Background: an optimization exercise with open tools, aiming at a short achievable clock period and few clock cycles. Do not read the settings as production practice. At most, simulation tests tie the RTL to the original design; equivalence was not proved.

==> inputs of v24 <==
// intc_timer
module intc_timer (
    input  wire        clk,
    input  wire        rst,
    input  wire        cmd_valid,
    output reg         cmd_ready,
    input  wire [2:0]  cmd_op,
    input  wire [23:0] cmd_arg,
    input  wire [7:0]  cmd_data,
    output reg         rsp_valid,
    output reg  [7:0]  rsp_data,
    output wire [2:0]  pend,
    output reg  [1:0]  irq_line,
    output reg  [15:0] irq_vector
);
clock: 6.0 ns
lec_check: 0
abc_clock_period_in_ps: 2200
cap_margin: 20
core_margin: 2
core_utilization: 40
setup_slack_margin: 3.6
slew_margin: 20
tns_end_percent: 100
run.sh (not shown) runs the stock make flow with config.mk's settings and CLKGATE_MAP_FILE= SYNTH_SCRIPT=/design/flow/synth_recipe.tcl, a recipe that flattens the netlist after the stock synthesis.
==> v3 (differences from v24) <==
--- a/flow/design.v
+++ b/flow/design.v
@@ -32,22 +32,19 @@
                   (op == OP_READ && sel == 3'd4);
         end
     endfunction
     reg        s0_v;
     reg [2:0]  s0_op;
     reg [23:0] s0_arg;
     reg [7:0]  s0_data;
-    reg [8:0]  s0_s;        
-    reg [8:0]  s0_sx;       
     reg [8:0]  s0_m1;       
     reg [9:0]  s0_m3;       
     reg [2:0]  bc;          
     wire s0_nv;                        
     wire s0_flag;                      
-    wire s0_fits;                      
     wire s0_adv = s0_v && (bc == 3'd0 || !s0_nv);     
     wire s0_acc = cmd_valid && cmd_ready;
     wire s0_v_n = s0_acc || (s0_v && !s0_adv);
     wire s0_nv_n = s0_acc ? nvc(cmd_op, cmd_arg[2:0], cmd_data[0]) :
                             nvc(s0_op, s0_arg[2:0], s0_data[0]);
     wire [2:0] bc_n = (s0_adv && s0_flag) ? HOLD :
                       (bc != 3'd0) ? bc - 3'd1 : 3'd0;
@@ -61,17 +58,14 @@
             bc        <= bc_n;
             cmd_ready <= !s0_v_n || bc_n == 3'd0 || !s0_nv_n;
         end
         if (s0_acc) begin
             s0_op   <= cmd_op;
             s0_arg  <= cmd_arg;
             s0_data <= cmd_data;
-            s0_s    <= cmd_arg[23:18] != 6'd0 ? 9'd256 : {1'b0, cmd_arg[17:10]} + 9'd1;
-            s0_sx   <= cmd_op != OP_STEP ? 9'd0 :
-                       cmd_arg[23:18] != 6'd0 ? 9'd256 : {1'b0, cmd_arg[17:10]} + 9'd1;
             s0_m1   <= {1'b0, cmd_data} + 9'd1;
             s0_m3   <= {1'b0, cmd_data, 1'b0} + {2'b0, cmd_data} + 10'd3;
         end
     end
     reg  [2:0] f_dis;
     reg  [2:1] f_irq;
     reg        f_ten;
@@ -147,34 +141,30 @@
     localparam F_RD    = 9;     
     localparam F_LOW   = 10;    
     localparam F_M     = 11;    
     localparam F_M3    = 20;    
     localparam F_A     = 30;    
     localparam F_B     = 40;    
     localparam F_FLAG  = 48;    
-    localparam F_S     = 49;    
-    localparam PW      = 58;
+    localparam PW      = 49;
     wire [PW-1:0] s0_pkt;
     assign s0_pkt[F_STEP]  = s0_step && f_ten;
     assign s0_pkt[F_POWER] = s0_power;
     assign s0_pkt[F_TLOAD] = s0_tload;
     assign s0_pkt[F_WIST]  = s0_write && s0_sel == 3'd1;
     assign s0_pkt[F_BOUND] = s0_bound;
     assign s0_pkt[F_RD4]   = s0_read && s0_sel == 3'd4;
     assign s0_pkt[F_RD1]   = s0_read && s0_sel == 3'd1;
     assign s0_pkt[F_WREL]  = s0_wrel;
     assign s0_pkt[F_HINZ]  = s0_arg[23:18] != 6'd0;
     assign s0_pkt[F_RD]    = s0_read;
     assign s0_pkt[F_LOW]   = s0_wrel && s0_data < f_rel;
     assign s0_pkt[F_FLAG]  = s0_flag;
-    assign s0_pkt[F_S +: 9] = s0_s;
-    wire [8:0] s0_mx  = s0_fits ? 9'd256 : f_m;
-    wire [9:0] s0_m3x = s0_fits ? 10'd768 : f_m3;
-    assign s0_pkt[F_M  +: 9]  = s0_mx;
-    assign s0_pkt[F_M3 +: 10] = s0_m3x;
+    assign s0_pkt[F_M  +: 9]  = f_m;
+    assign s0_pkt[F_M3 +: 10] = f_m3;
     assign s0_pkt[F_A +: 10] = s0_bound ?
         {7'b0, {f_irq[2], f_irq[1], 1'b1} & ~f_dis & ~{3{s0_arg[0]}}} :
         s0_arg[9:0];
     assign s0_pkt[F_B +: 8] = s0_step ? s0_arg[17:10] :
                               s0_read ? s0_rdf :
                               s0_wrel ? s0_data : f_rel;
     wire [13:0] s0_nhi = s0_arg[23:10];
@@ -238,15 +228,15 @@
     reg  [11:0]  p1_n;
     always @(posedge clk) begin
         if (rst)
             p1_v <= 1'b0;
         else
             p1_v <= s0_adv;
         p1_pkt <= s0_pkt;
-        p1_r   <= s0_fits ? 8'd0 : q1_0_r;    
+        p1_r   <= q1_0_r;
         p1_n   <= s0_nhi[11:0];
     end
     wire [8:0] p1_m  = p1_pkt[F_M +: 9];
     wire [9:0] p1_m3 = p1_pkt[F_M3 +: 10];
     wire [10:0] q2_0_x = {1'b0, p1_r, p1_n[11:10]};
     wire [10:0] q2_0_d1_p = q2_0_x ^ ~({2'b0, p1_m});
     wire [10:0] q2_0_d1_gg0 = q2_0_x & ~({2'b0, p1_m});
@@ -888,97 +878,17 @@
     wire [7:0] dvs3_pp3 = dvs3_pp2 & {dvs3_pp2[3:0], {4{1'b1}}};
     wire [7:0] dvs3_s0 = dvs3_p ^ {dvs3_gg3[6:0], 1'b0};
     wire [7:0] dvs3_s1 = dvs3_p ^ {dvs3_gg3[6:0] | dvs3_pp3[6:0], 1'b1};
     wire dvs3_c0 = dvs3_gg3[7];
     wire dvs3_c1 = dvs3_gg3[7] | dvs3_pp3[7];
     wire dv_ge3 = dv_s3[15:8] == 8'd0 && dvs3_c1;
     wire [7:0] dv_d3 = dvs3_s1[7:0];
-    reg  [11:0] sig;
-    reg  [10:0] mg;
-    reg         stale_pp;
-    reg         stale_p;
-    wire [8:0]  sig_add = (s0_adv && s0_step && f_ten) ? s0_s : 9'd0;
-    wire [8:0]  sig_sub = (go && x_step) ? p7_pkt[F_S +: 9] : 9'd0;
-    reg  [8:0]  add_r, sub_r;
-    wire [8:0]  s0_c = s0_v ? s0_sx : 9'd0;
-    wire [11:0] sg_a = sig;
-    wire [11:0] sg_b = {3'b0, add_r};
-    wire [11:0] sg_c = ~{3'b0, sub_r};
-    wire [11:0] sg_s = sg_a ^ sg_b ^ sg_c;
-    wire [11:0] sg_m = (sg_a & sg_b) | (sg_a & sg_c) | (sg_b & sg_c);
-    wire [11:0] sg_k = {sg_m[10:0], 1'b0};
-    reg  [9:0]  mq;
-    reg  [8:0]  s0c_r;
-    wire [7:0]  sigc = sig[11:8] != 4'd0 ? 8'd255 : sig[7:0];
-    wire [9:0]  q_n  = {2'b0, tvalue} - {2'b0, sigc} - {1'b0, add_r};
-    wire [10:0] mg_n = {mq[9], mq} - {2'b0, s0c_r} - {2'b0, s0_c};
-    wire [11:0] sgn_p = sg_s ^ sg_k;
-    wire [11:0] sgn_gg0 = sg_s & sg_k;
-    wire [11:0] sgn_pp0 = sgn_p;
-    wire [11:0] sgn_gg1 = sgn_gg0 | (sgn_pp0 & {sgn_gg0[10:0], 1'b0});
-    wire [11:0] sgn_pp1 = sgn_pp0 & {sgn_pp0[10:0], {1{1'b1}}};
-    wire [11:0] sgn_gg2 = sgn_gg1 | (sgn_pp1 & {sgn_gg1[9:0], 2'b0});
-    wire [11:0] sgn_pp2 = sgn_pp1 & {sgn_pp1[9:0], {2{1'b1}}};
-    wire [11:0] sgn_gg3 = sgn_gg2 | (sgn_pp2 & {sgn_gg2[7:0], 4'b0});
-    wire [11:0] sgn_pp3 = sgn_pp2 & {sgn_pp2[7:0], {4{1'b1}}};
-    wire [11:0] sgn_gg4 = sgn_gg3 | (sgn_pp3 & {sgn_gg3[3:0], 8'b0});
-    wire [11:0] sgn_pp4 = sgn_pp3 & {sgn_pp3[3:0], {8{1'b1}}};
-    wire [11:0] sgn_s0 = sgn_p ^ {sgn_gg4[10:0], 1'b0};
-    wire [11:0] sgn_s1 = sgn_p ^ {sgn_gg4[10:0] | sgn_pp4[10:0], 1'b1};
-    wire sgn_c0 = sgn_gg4[11];
-    wire sgn_c1 = sgn_gg4[11] | sgn_pp4[11];
-    wire [15:0] mgn_p = {{5{mg[10]}}, mg} ^ ~{2'b0, s0_nhi};
-    wire [15:0] mgn_gg0 = {{5{mg[10]}}, mg} & ~{2'b0, s0_nhi};
-    wire [15:0] mgn_pp0 = mgn_p;
-    wire [15:0] mgn_gg1 = mgn_gg0 | (mgn_pp0 & {mgn_gg0[14:0], 1'b0});
-    wire [15:0] mgn_pp1 = mgn_pp0 & {mgn_pp0[14:0], {1{1'b1}}};
-    wire [15:0] mgn_gg2 = mgn_gg1 | (mgn_pp1 & {mgn_gg1[13:0], 2'b0});
-    wire [15:0] mgn_pp2 = mgn_pp1 & {mgn_pp1[13:0], {2{1'b1}}};
-    wire [15:0] mgn_gg3 = mgn_gg2 | (mgn_pp2 & {mgn_gg2[11:0], 4'b0});
-    wire [15:0] mgn_pp3 = mgn_pp2 & {mgn_pp2[11:0], {4{1'b1}}};
-    wire [15:0] mgn_gg4 = mgn_gg3 | (mgn_pp3 & {mgn_gg3[7:0], 8'b0});
-    wire [15:0] mgn_pp4 = mgn_pp3 & {mgn_pp3[7:0], {8{1'b1}}};
-    wire [15:0] mgn_s0 = mgn_p ^ {mgn_gg4[14:0], 1'b0};
-    wire [15:0] mgn_s1 = mgn_p ^ {mgn_gg4[14:0] | mgn_pp4[14:0], 1'b1};
-    wire mgn_c0 = mgn_gg4[15];
-    wire mgn_c1 = mgn_gg4[15] | mgn_pp4[15];
-    wire [15:0] mg_nhi = mgn_s0;    
     wire [7:0] dv_n = dv_ge3 ? dv_d3 : dv_ge2 ? dv_d2 : dv_ge1 ? dv_d1 : dv_r;
-    wire trans = sl_go || sl2_go || dv_busy ||
-                 ((tvalue > r_rel || (p1_v && p1_pkt[F_LOW]) || (p2_v && p2_pkt[F_LOW]) || (p3_v && p3_pkt[F_LOW]) || (p4_v && p4_pkt[F_LOW]) || (p5_v && p5_pkt[F_LOW]) || (p6_v && p6_pkt[F_LOW]) || (p7_v && p7_pkt[F_LOW])) &&
-                  ({1'b0, tvalue} >= f_m ||
-                   (p1_v && (p1_pkt[F_STEP] || p1_pkt[F_TLOAD]) && p1_m > f_m) ||
-                 (p2_v && (p2_pkt[F_STEP] || p2_pkt[F_TLOAD]) && p2_m > f_m) ||
-                 (p3_v && (p3_pkt[F_STEP] || p3_pkt[F_TLOAD]) && p3_m > f_m) ||
-                 (p4_v && (p4_pkt[F_STEP] || p4_pkt[F_TLOAD]) && p4_m > f_m) ||
-                 (p5_v && (p5_pkt[F_STEP] || p5_pkt[F_TLOAD]) && p5_m > f_m) ||
-                 (p6_v && (p6_pkt[F_STEP] || p6_pkt[F_TLOAD]) && p6_m > f_m) ||
-                 (p7_v && (p7_pkt[F_STEP] || p7_pkt[F_TLOAD]) && p7_m > f_m)));
-    wire        rs_fly = (p1_v && (p1_pkt[F_TLOAD] || p1_pkt[F_POWER])) || (p2_v && (p2_pkt[F_TLOAD] || p2_pkt[F_POWER])) || (p3_v && (p3_pkt[F_TLOAD] || p3_pkt[F_POWER])) || (p4_v && (p4_pkt[F_TLOAD] || p4_pkt[F_POWER])) || (p5_v && (p5_pkt[F_TLOAD] || p5_pkt[F_POWER])) || (p6_v && (p6_pkt[F_TLOAD] || p6_pkt[F_POWER])) || (p7_v && (p7_pkt[F_TLOAD] || p7_pkt[F_POWER]));
-    wire        bound_ok = !stale_pp && !stale_p && !sl_go && !sl2_go && !dv_busy && !rs_fly;
-    assign s0_fits = bound_ok && !mg_nhi[15];    
-    assign s0_flag = s0_step && f_ten && s0_nhi >= {5'b0, f_m} && trans && !s0_fits;
-    always @(posedge clk) begin
-        if (rst) begin
-            sig     <= 12'd0;
-            add_r   <= 9'd0;
-            sub_r   <= 9'd0;
-            stale_p <= 1'b1;
-            stale_pp <= 1'b1;
-        end else begin
-            sig     <= sgn_s1;
-            add_r   <= sig_add;
-            sub_r   <= sig_sub;
-            stale_p <= sl_go || sl2_go || dv_busy || (go && (x_tload || x_power));
-            stale_pp <= stale_p;
-        end
-        mq    <= q_n;
-        s0c_r <= s0_c;
-        mg    <= mg_n;
-    end
+    wire trans = sl_go || sl2_go || dv_busy || tvalue > r_rel || (p1_v && p1_pkt[F_LOW]) || (p2_v && p2_pkt[F_LOW]) || (p3_v && p3_pkt[F_LOW]) || (p4_v && p4_pkt[F_LOW]) || (p5_v && p5_pkt[F_LOW]) || (p6_v && p6_pkt[F_LOW]) || (p7_v && p7_pkt[F_LOW]);
+    assign s0_flag = s0_step && f_ten && s0_nhi >= {5'b0, f_m} && trans;
     wire x_flag = p7_pkt[F_FLAG];
     wire [2:0] pend_n = !go ? pend_r :
                         x_power ? 3'b0 :
                         x_bound ? {x_pm[2:1], x_pm[0] & tline} : pend_r;
     always @(posedge clk) begin
         sl2_res <= sl_res;
         sl2_div <= sl_exp && !sz_n;
==> v2 (differences from v24) <==
--- a/flow/design.v
+++ b/flow/design.v
@@ -17,15 +17,15 @@
     localparam [2:0] OP_READ     = 3'd2;
     localparam [2:0] OP_WRITE    = 3'd3;
     localparam [2:0] OP_LINE     = 3'd4;
     localparam [2:0] OP_BOUNDARY = 3'd5;
     localparam [15:0] VEC_TIQ  = 16'hFFFA;
     localparam [15:0] VEC_IRQ1 = 16'hFFF8;
     localparam [15:0] VEC_IRQ2 = 16'hFFF6;
-    localparam [2:0] HOLD = 3'd5;      
+    localparam [2:0] HOLD = 3'd6;      
     function nvc;
         input [2:0]  op;
         input [2:0]  sel;
         input        d0;
         begin
             nvc = op == OP_STEP || op == OP_POWER ||
                   (op == OP_WRITE && sel == 3'd3 && d0) ||
@@ -889,32 +889,34 @@
     wire [7:0] dvs3_s0 = dvs3_p ^ {dvs3_gg3[6:0], 1'b0};
     wire [7:0] dvs3_s1 = dvs3_p ^ {dvs3_gg3[6:0] | dvs3_pp3[6:0], 1'b1};
     wire dvs3_c0 = dvs3_gg3[7];
     wire dvs3_c1 = dvs3_gg3[7] | dvs3_pp3[7];
     wire dv_ge3 = dv_s3[15:8] == 8'd0 && dvs3_c1;
     wire [7:0] dv_d3 = dvs3_s1[7:0];
     reg  [11:0] sig;
-    reg  [10:0] mg;
-    reg         stale_pp;
+    reg  [11:0] mg;
+    reg         stale_pp, stale_p3;
     reg         stale_p;
     wire [8:0]  sig_add = (s0_adv && s0_step && f_ten) ? s0_s : 9'd0;
     wire [8:0]  sig_sub = (go && x_step) ? p7_pkt[F_S +: 9] : 9'd0;
     reg  [8:0]  add_r, sub_r;
     wire [8:0]  s0_c = s0_v ? s0_sx : 9'd0;
     wire [11:0] sg_a = sig;
     wire [11:0] sg_b = {3'b0, add_r};
     wire [11:0] sg_c = ~{3'b0, sub_r};
     wire [11:0] sg_s = sg_a ^ sg_b ^ sg_c;
     wire [11:0] sg_m = (sg_a & sg_b) | (sg_a & sg_c) | (sg_b & sg_c);
     wire [11:0] sg_k = {sg_m[10:0], 1'b0};
-    reg  [9:0]  mq;
-    reg  [8:0]  s0c_r;
+    reg  [10:0] mq;
     wire [7:0]  sigc = sig[11:8] != 4'd0 ? 8'd255 : sig[7:0];
-    wire [9:0]  q_n  = {2'b0, tvalue} - {2'b0, sigc} - {1'b0, add_r};
-    wire [10:0] mg_n = {mq[9], mq} - {2'b0, s0c_r} - {2'b0, s0_c};
+    reg  [8:0]  mu;
+    reg  [8:0]  ar1, c1, c2;
+    wire [8:0]  u_n  = {1'b0, tvalue} - {1'b0, sigc};
+    wire [10:0] q_n  = {{2{mu[8]}}, mu} - {2'b0, ar1} - {2'b0, c1};
+    wire [11:0] mg_n = {mq[10], mq} - {3'b0, c2} - {3'b0, s0_c};
     wire [11:0] sgn_p = sg_s ^ sg_k;
     wire [11:0] sgn_gg0 = sg_s & sg_k;
     wire [11:0] sgn_pp0 = sgn_p;
     wire [11:0] sgn_gg1 = sgn_gg0 | (sgn_pp0 & {sgn_gg0[10:0], 1'b0});
     wire [11:0] sgn_pp1 = sgn_pp0 & {sgn_pp0[10:0], {1{1'b1}}};
     wire [11:0] sgn_gg2 = sgn_gg1 | (sgn_pp1 & {sgn_gg1[9:0], 2'b0});
     wire [11:0] sgn_pp2 = sgn_pp1 & {sgn_pp1[9:0], {2{1'b1}}};
@@ -922,16 +924,16 @@
     wire [11:0] sgn_pp3 = sgn_pp2 & {sgn_pp2[7:0], {4{1'b1}}};
     wire [11:0] sgn_gg4 = sgn_gg3 | (sgn_pp3 & {sgn_gg3[3:0], 8'b0});
     wire [11:0] sgn_pp4 = sgn_pp3 & {sgn_pp3[3:0], {8{1'b1}}};
     wire [11:0] sgn_s0 = sgn_p ^ {sgn_gg4[10:0], 1'b0};
     wire [11:0] sgn_s1 = sgn_p ^ {sgn_gg4[10:0] | sgn_pp4[10:0], 1'b1};
     wire sgn_c0 = sgn_gg4[11];
     wire sgn_c1 = sgn_gg4[11] | sgn_pp4[11];
-    wire [15:0] mgn_p = {{5{mg[10]}}, mg} ^ ~{2'b0, s0_nhi};
-    wire [15:0] mgn_gg0 = {{5{mg[10]}}, mg} & ~{2'b0, s0_nhi};
+    wire [15:0] mgn_p = {{4{mg[11]}}, mg} ^ ~{2'b0, s0_nhi};
+    wire [15:0] mgn_gg0 = {{4{mg[11]}}, mg} & ~{2'b0, s0_nhi};
     wire [15:0] mgn_pp0 = mgn_p;
     wire [15:0] mgn_gg1 = mgn_gg0 | (mgn_pp0 & {mgn_gg0[14:0], 1'b0});
     wire [15:0] mgn_pp1 = mgn_pp0 & {mgn_pp0[14:0], {1{1'b1}}};
     wire [15:0] mgn_gg2 = mgn_gg1 | (mgn_pp1 & {mgn_gg1[13:0], 2'b0});
     wire [15:0] mgn_pp2 = mgn_pp1 & {mgn_pp1[13:0], {2{1'b1}}};
     wire [15:0] mgn_gg3 = mgn_gg2 | (mgn_pp2 & {mgn_gg2[11:0], 4'b0});
     wire [15:0] mgn_pp3 = mgn_pp2 & {mgn_pp2[11:0], {4{1'b1}}};
@@ -939,44 +941,40 @@
     wire [15:0] mgn_pp4 = mgn_pp3 & {mgn_pp3[7:0], {8{1'b1}}};
     wire [15:0] mgn_s0 = mgn_p ^ {mgn_gg4[14:0], 1'b0};
     wire [15:0] mgn_s1 = mgn_p ^ {mgn_gg4[14:0] | mgn_pp4[14:0], 1'b1};
     wire mgn_c0 = mgn_gg4[15];
     wire mgn_c1 = mgn_gg4[15] | mgn_pp4[15];
     wire [15:0] mg_nhi = mgn_s0;    
     wire [7:0] dv_n = dv_ge3 ? dv_d3 : dv_ge2 ? dv_d2 : dv_ge1 ? dv_d1 : dv_r;
-    wire trans = sl_go || sl2_go || dv_busy ||
-                 ((tvalue > r_rel || (p1_v && p1_pkt[F_LOW]) || (p2_v && p2_pkt[F_LOW]) || (p3_v && p3_pkt[F_LOW]) || (p4_v && p4_pkt[F_LOW]) || (p5_v && p5_pkt[F_LOW]) || (p6_v && p6_pkt[F_LOW]) || (p7_v && p7_pkt[F_LOW])) &&
-                  ({1'b0, tvalue} >= f_m ||
-                   (p1_v && (p1_pkt[F_STEP] || p1_pkt[F_TLOAD]) && p1_m > f_m) ||
-                 (p2_v && (p2_pkt[F_STEP] || p2_pkt[F_TLOAD]) && p2_m > f_m) ||
-                 (p3_v && (p3_pkt[F_STEP] || p3_pkt[F_TLOAD]) && p3_m > f_m) ||
-                 (p4_v && (p4_pkt[F_STEP] || p4_pkt[F_TLOAD]) && p4_m > f_m) ||
-                 (p5_v && (p5_pkt[F_STEP] || p5_pkt[F_TLOAD]) && p5_m > f_m) ||
-                 (p6_v && (p6_pkt[F_STEP] || p6_pkt[F_TLOAD]) && p6_m > f_m) ||
-                 (p7_v && (p7_pkt[F_STEP] || p7_pkt[F_TLOAD]) && p7_m > f_m)));
+    wire trans = sl_go || sl2_go || dv_busy || tvalue > r_rel || (p1_v && p1_pkt[F_LOW]) || (p2_v && p2_pkt[F_LOW]) || (p3_v && p3_pkt[F_LOW]) || (p4_v && p4_pkt[F_LOW]) || (p5_v && p5_pkt[F_LOW]) || (p6_v && p6_pkt[F_LOW]) || (p7_v && p7_pkt[F_LOW]);
     wire        rs_fly = (p1_v && (p1_pkt[F_TLOAD] || p1_pkt[F_POWER])) || (p2_v && (p2_pkt[F_TLOAD] || p2_pkt[F_POWER])) || (p3_v && (p3_pkt[F_TLOAD] || p3_pkt[F_POWER])) || (p4_v && (p4_pkt[F_TLOAD] || p4_pkt[F_POWER])) || (p5_v && (p5_pkt[F_TLOAD] || p5_pkt[F_POWER])) || (p6_v && (p6_pkt[F_TLOAD] || p6_pkt[F_POWER])) || (p7_v && (p7_pkt[F_TLOAD] || p7_pkt[F_POWER]));
-    wire        bound_ok = !stale_pp && !stale_p && !sl_go && !sl2_go && !dv_busy && !rs_fly;
+    wire        bound_ok = !stale_p3 && !stale_pp && !stale_p && !sl_go && !sl2_go && !dv_busy && !rs_fly;
     assign s0_fits = bound_ok && !mg_nhi[15];    
     assign s0_flag = s0_step && f_ten && s0_nhi >= {5'b0, f_m} && trans && !s0_fits;
     always @(posedge clk) begin
         if (rst) begin
             sig     <= 12'd0;
             add_r   <= 9'd0;
             sub_r   <= 9'd0;
             stale_p <= 1'b1;
             stale_pp <= 1'b1;
+            stale_p3 <= 1'b1;
         end else begin
             sig     <= sgn_s1;
             add_r   <= sig_add;
             sub_r   <= sig_sub;
             stale_p <= sl_go || sl2_go || dv_busy || (go && (x_tload || x_power));
             stale_pp <= stale_p;
+            stale_p3 <= stale_pp;
         end
+        mu    <= u_n;
+        ar1   <= add_r;
+        c1    <= s0_c;
         mq    <= q_n;
-        s0c_r <= s0_c;
+        c2    <= s0_c;
         mg    <= mg_n;
     end
     wire x_flag = p7_pkt[F_FLAG];
     wire [2:0] pend_n = !go ? pend_r :
                         x_power ? 3'b0 :
                         x_bound ? {x_pm[2:1], x_pm[0] & tline} : pend_r;
     always @(posedge clk) begin
@@ -989,15 +987,15 @@
             sl_am   <= p7_am;
             sl_m    <= x_m;
             sl_m3   <= x_m3;
             sl_b    <= bw;
             sl_hinz <= x_hinz;
         end
         if (!dv_busy) begin
-            dv_r  <= sl_res;
+            dv_r  <= sl2_res;
             dv_s1 <= {1'b0, sl_m, 6'b0};
             dv_s2 <= {sl_m, 7'b0};
             dv_s3 <= {sl_m3, 6'b0};
         end else begin
             dv_r  <= dv_n;
             dv_s1 <= dv_s1 >> 2;
             dv_s2 <= dv_s2 >> 2;
@@ -1017,20 +1015,22 @@
             dv_cnt    <= 2'd0;
             rsp_valid <= 1'b0;
         end else begin
             rsp_valid <= go;
             pend_r    <= pend_n;
             sl_go     <= go && x_step && x_flag;
             sl2_go    <= sl_go;
-            if (sl_go && sl_exp && !sz_n) begin
-                dv_busy <= 1'b1;
-                dv_cnt  <= 2'd0;
+            if (sl2_go) begin
+                if (!sl2_div)
+                    tvalue <= sl2_res;
+                else begin
+                    dv_busy <= 1'b1;
+                    dv_cnt  <= 2'd0;
+                end
             end
-            if (sl2_go && !sl2_div)
-                tvalue <= sl2_res;
             if (dv_busy) begin
                 dv_cnt <= dv_cnt + 2'd1;
                 if (dv_cnt == 2'd3) begin
                     dv_busy <= 1'b0;
                     tvalue  <= dv_n;
                 end
             end
==> impl_metrics.prom <==
# TYPE chip_impl_metric gauge
chip_impl_metric{name="largest_net_degree_at_the_start_of_global_routing",unit=""} 55
chip_impl_metric{name="clock_pin_slew_on_the_worst_setup_and_hold_paths",unit="ps"} 60
chip_impl_info{name="yosys-top-cells-area",value="sky130_fd_sc_hd__dfxtp_1 (39%), sky130_fd_sc_hd__ha_1 (13%), sky130_fd_sc_hd__edfxtp_1 (10%)"} 1
chip_impl_info{name="cpMostUsedCell",value="sky130_fd_sc_hd__o31a_1"} 1
chip_impl_info{name="run_status",value="timing/DRC/antenna clean"} 1
chip_impl_metric{name="antenna_found_initial",unit=""} 0
chip_impl_metric{name="max_stage_delay",unit="ps"} 410
[end of results for v3]
==> impl_metrics.prom <==
# TYPE chip_impl_metric gauge
chip_impl_info{name="run_status",value="timing/DRC/antenna clean"} 1
chip_impl_metric{name="clock_pin_slew_on_the_worst_setup_and_hold_paths",unit="ps"} 60
chip_impl_metric{name="largest_net_degree_at_the_start_of_global_routing",unit=""} 56
chip_impl_metric{name="antenna_found_initial",unit=""} 0
chip_impl_info{name="synth_top_cells_by_count",value="sky130_fd_sc_hd__dfxtp_1 (739), sky130_fd_sc_hd__inv_1 (386), sky130_fd_sc_hd__ha_1 (379), sky130_fd_sc_hd__nor2_1 (303)"} 1
chip_impl_info{name="yosys-top-cells-area",value="sky130_fd_sc_hd__dfxtp_1 (39%), sky130_fd_sc_hd__ha_1 (13%), sky130_fd_sc_hd__edfxtp_1 (9.9%)"} 1
chip_impl_metric{name="max_stage_delay",unit="ps"} 560
[end of results for v2]
==> impl_metrics.prom <==
# TYPE chip_impl_metric gauge
chip_impl_metric{name="p_leak",unit="nW"} 20.7
chip_impl_metric{name="flow.area_growth_from_synthesis",unit="%"} 29.1
chip_impl_metric{name="power_report.internal_total",unit="mW"} 14.2
chip_impl_metric{name="tritoncts.num_buffers",unit=""} 89
chip_impl_metric{name="largest_net_degree_at_the_start_of_global_routing",unit=""} 54
chip_impl_info{name="yosys-top-cells-area",value="sky130_fd_sc_hd__dfxtp_1 (37%), sky130_fd_sc_hd__ha_1 (15%), sky130_fd_sc_hd__edfxtp_1 (9.7%)"} 1
chip_impl_metric{name="antenna_found_initial",unit=""} 1
chip_impl_metric{name="clock_tree_buffer_count_of_the_final_layout",unit=""} 111
chip_impl_metric{name="power.total",unit="mW"} 21.3
chip_impl_metric{name="combined_flip_flop_and_latch_cell_area",unit="um2"} 18300
chip_impl_metric{name="max_stage_delay",unit="ps"} 550
chip_impl_info{name="run_status",value="timing/DRC/antenna clean"} 1
chip_impl_metric{name="critical_path_depth_in_cells",unit=""} 16
chip_impl_info{name="cpMostUsedCell",value="sky130_fd_sc_hd__a21oi_2"} 1
[end of results for v24]
Testbench counts of v3, summed over its fixed seeds: cycles 5,042.
The RTL of v24 and v2 was laid out without a check of its function.

==> afterwards: timing with drivers on the ports <==
In the flow no input, the clock included, has a driving cell. The finished layouts below were timed again as built, in two steps. Step 1 (the two cells are an assumption about what drives the block):
set clk [get_ports {clk}]
set_driving_cell -lib_cell sky130_fd_sc_hd__clkbuf_16 $clk
set_driving_cell -lib_cell sky130_fd_sc_hd__buf_2 [delete_from_list [all_inputs] $clk]
Step 2 adds t to the input delays and takes it off the output delays; t is the mean of the earliest and latest rising clock arrival at the registers after step 1. Input paths then give back, and output paths get back, about the clock's delay inside the block. Three values: ideal ports, drivers, drivers and shift; two values: the first two.
run | t (ns) | setup WS [ns] | worst hold slack (ns) | slew at the worst register clock pin (ns)
v24 | 0.709 | 3.096 / 3.096 / 2.744 | 0.316 / 0.316 / 0.316 | 0.07 / 0.07
v3 | 0.674 | 3.204 / 3.204 / 2.830 | 0.321 / 0.321 / 0.321 | 0.07 / 0.07
v2 | 0.711 | 3.227 / 3.227 / 2.963 | 0.312 / 0.312 / 0.312 | 0.07 / 0.07
After both steps setup and hold are still met in every run listed. The setup slack of v3, which loses most, moves by 0.000 ns with the drivers and by -0.374 ns with both steps.
